Context: an optimization exercise on an open-source flow, tuned for small area, a short achievable clock period and few clock cycles. The choices shown serve that exercise and are no tape-out recipe. Only simulation tests tie the RTL to the original design; equivalence was not proved. Power is estimated from default activity; no workload was simulated.

## framecore_rx
module framecore_rx (
    input  wire        clk,
    input  wire        rst,             
    input  wire        cfg_scheme,      
    input  wire [32:0] cfg_gen,
    input  wire [7:0]  cfg_tag_start,
    input  wire [7:0]  cfg_tag_stop,
    input  wire [7:0]  cfg_tag_esc,
    input  wire        in_valid,
    output wire        in_ready,
    input  wire [7:0]  in_data,
    output wire        out_valid,
    input  wire        out_ready,
    output wire        out_is_res,      
    output wire [7:0]  out_data,
    output wire [3:0]  out_result,
    output wire [31:0] out_rem,
    output wire [6:0]  out_len
);
Size in the first run: roughly 840 flip-flops, ~38000 um2 of cells after synthesis.
Settings: LEC_CHECK=0, CAP_MARGIN=20, CORE_MARGIN=2, CORE_UTILIZATION=40, CTS_BUF_LIST=sky130_fd_sc_hd__clkbuf_16, CTS_CLUSTER_DIAMETER=70, CTS_CLUSTER_SIZE=30, SETUP_SLACK_MARGIN=2.5, SLEW_MARGIN=20; clock period 5.0 ns.
run.sh (not shown) runs the stock make flow with config.mk's settings and CLKGATE_MAP_FILE= SYNTH_SCRIPT=/design/flow/synth_recipe.tcl, a recipe that flattens the netlist after the stock synthesis.
The baseline completed with no timing, DRC or antenna violations.
Testbench counts at the start, summed over its fixed seeds: cycles 9,977.
Rerun with:
--- a/flow/design.v
+++ b/flow/design.v
@@ -56,15 +56,15 @@
     reg  [27:0] linv_r;
     reg  [7:0]  wptr, bstart, rptr;
     reg  [6:0]  bcnt;                   
     reg         bz;                     
     reg         blt;                    
     reg  [31:0] crc;
-    reg         s0_v, s1_v, s2_v, s3_v;    
-    reg  [2:0]  s0_res, s1_res, s2_res, s3_res;
-    reg  [6:0]  s0_len, s1_len, s2_len, s3_len;
+    reg         s0_v, s1_v, s2_v;       
+    reg  [2:0]  s0_res, s1_res, s2_res;
+    reg  [6:0]  s0_len, s1_len, s2_len;
     reg  [31:0] s0_rem, s1_rem;
     reg  [6:0]  s0_pay;                 
     reg         s0_pnz;                 
     reg  [4:0]  s0_sh;                  
     reg         s0_shown;
     reg         o_v, o_res;
@@ -87,13 +87,13 @@
         rb_o <= sel_o;
     end
     wire full   = (wptr[6:0] == rptr[6:0]) && (wptr[7] != rptr[7]);
     reg  sp_ok;
     wire pop    = o_v && o_res && out_ready;
     wire n_icf;
-    wire q_room = !s1_v || (!s2_v && pop) || (!n_icf && (!s3_v || pop));
+    wire q_room = !s1_v || (!s2_v && (pop || !n_icf)) || (pop && !n_icf);
     reg  act_app;                       
     wire go_app = act_app && sp_ok;
     wire go_beg = act_v && act_k == K_BEGIN;
     wire go_end = act_v && act_k[1] && q_room;
     wire b_go   = act_v && (
                    (act_k == K_APP)   ? sp_ok :
@@ -264,20 +264,18 @@
         end
     end
     wire o_free = !o_v || out_ready;
     wire rd     = o_free && s0_pnz;
     wire at0 = pop ? !s1_v : !s0_v;
     wire at1 = pop ? (s1_v && !s2_v) : (s0_v && !s1_v);
-    wire at2 = pop ? (s2_v && !s3_v) : (s1_v && !s2_v);
-    wire at3 = pop ? s3_v : (s2_v && !s3_v);
+    wire at2 = pop ? s2_v : (s1_v && !s2_v);
     always @(posedge clk) begin
         if (rst) begin
             s0_v     <= 1'b0;
             s1_v     <= 1'b0;
             s2_v     <= 1'b0;
-            s3_v     <= 1'b0;
             s0_pay   <= 7'd0;
             s0_pnz   <= 1'b0;
             s0_sh    <= 5'd0;
             s0_shown <= 1'b0;
             rptr     <= 8'd0;
             eptr     <= 6'd0;
@@ -328,23 +326,14 @@
                 s1_rem <= 32'd0;        
             end
             if (push && at2 && !n_icf) begin
                 s2_v   <= 1'b1;
                 s2_res <= n_res;
                 s2_len <= pay;
-            end else if (pop) begin
-                s2_v   <= s3_v;
-                s2_res <= s3_res;
-                s2_len <= s3_len;
-            end
-            if (push && at3 && !n_icf) begin
-                s3_v   <= 1'b1;
-                s3_res <= n_res;
-                s3_len <= pay;
             end else if (pop)
-                s3_v <= 1'b0;
+                s2_v <= 1'b0;
             if (rd) begin
                 rptr <= incb(rptr);
                 if (rptr[0]) optr <= inc34(optr);
                 else         eptr <= inc34(eptr);
             end
             if (o_free) begin
@@ -361,13 +350,13 @@
         end
     end
     wire g_ok_n  = rst ? (cfg_scheme || cfg_gen[32]) : (g[32] || g[31]);
     wire b_go_c  = act_v && (
                    (act_k == K_APP)   ? sp_ok :
                    (act_k == K_BEGIN) ? 1'b1 : (!s1_v || (pop && !s2_v)));
-    wire av_c    = act_v_n;
+    wire av_c    = (take && a_mk) || (act_v && !b_go_c);
     wire s1_free = !s1_v && !(act_v && act_k[1]);
     wire [7:0] wnx = incb(wptr);
     wire sp_ok_n = !full && !((wnx[6:0] == rptr[6:0]) && (wnx[7] != rptr[7]) && wr);
     always @(posedge clk) sp_ok <= rst || sp_ok_n;
     always @(posedge clk) begin
         if (rst)
Result: First-iteration DRC count rose by about 0.5%; critical path depth fell by 1; clock power fell by about 6%; global-route usage fell by 0.14 points; fmax rose by 0.86%; via count rose by about 0.55%; non-clock buffer count rose by 17; worst hold slack is about the same; design area fell by 1.1%; routed wire length rose by about 0.9%.
Testbench counts after the change, summed over its fixed seeds: cycles 10,123.

==> port drivers added, routing unchanged <==
The flow's constraints put no driver on any port. The routed layouts listed below were extracted and timed again, unchanged, in two steps. Step 1 (the two cells are an assumption about what drives the block):
set clk [get_ports {clk}]
set_driving_cell -lib_cell sky130_fd_sc_hd__clkbuf_16 $clk
set_driving_cell -lib_cell sky130_fd_sc_hd__buf_2 [delete_from_list [all_inputs] $clk]
Step 2, shift: input delay + t, output delay - t, t = (earliest + latest rising clock arrival at the registers) / 2. This alone moves slack from input paths to output paths. Slacks: ideal / step 1 / step 2; pairs: ideal / step 1.
run | t (ns) | setup WS [ns] | hold WS [ns]
the first run | 0.696 | 2.386 / 2.386 / 1.840 | 0.470 / 0.470 / 0.470
the second run | 0.687 | 2.409 / 2.364 / 1.677 | 0.471 / 0.471 / 0.471
After both steps setup and hold are still met in every run listed. For the second run, which loses most, drivers alone change the setup slack by -0.045 ns; drivers and shift together by -0.732 ns.
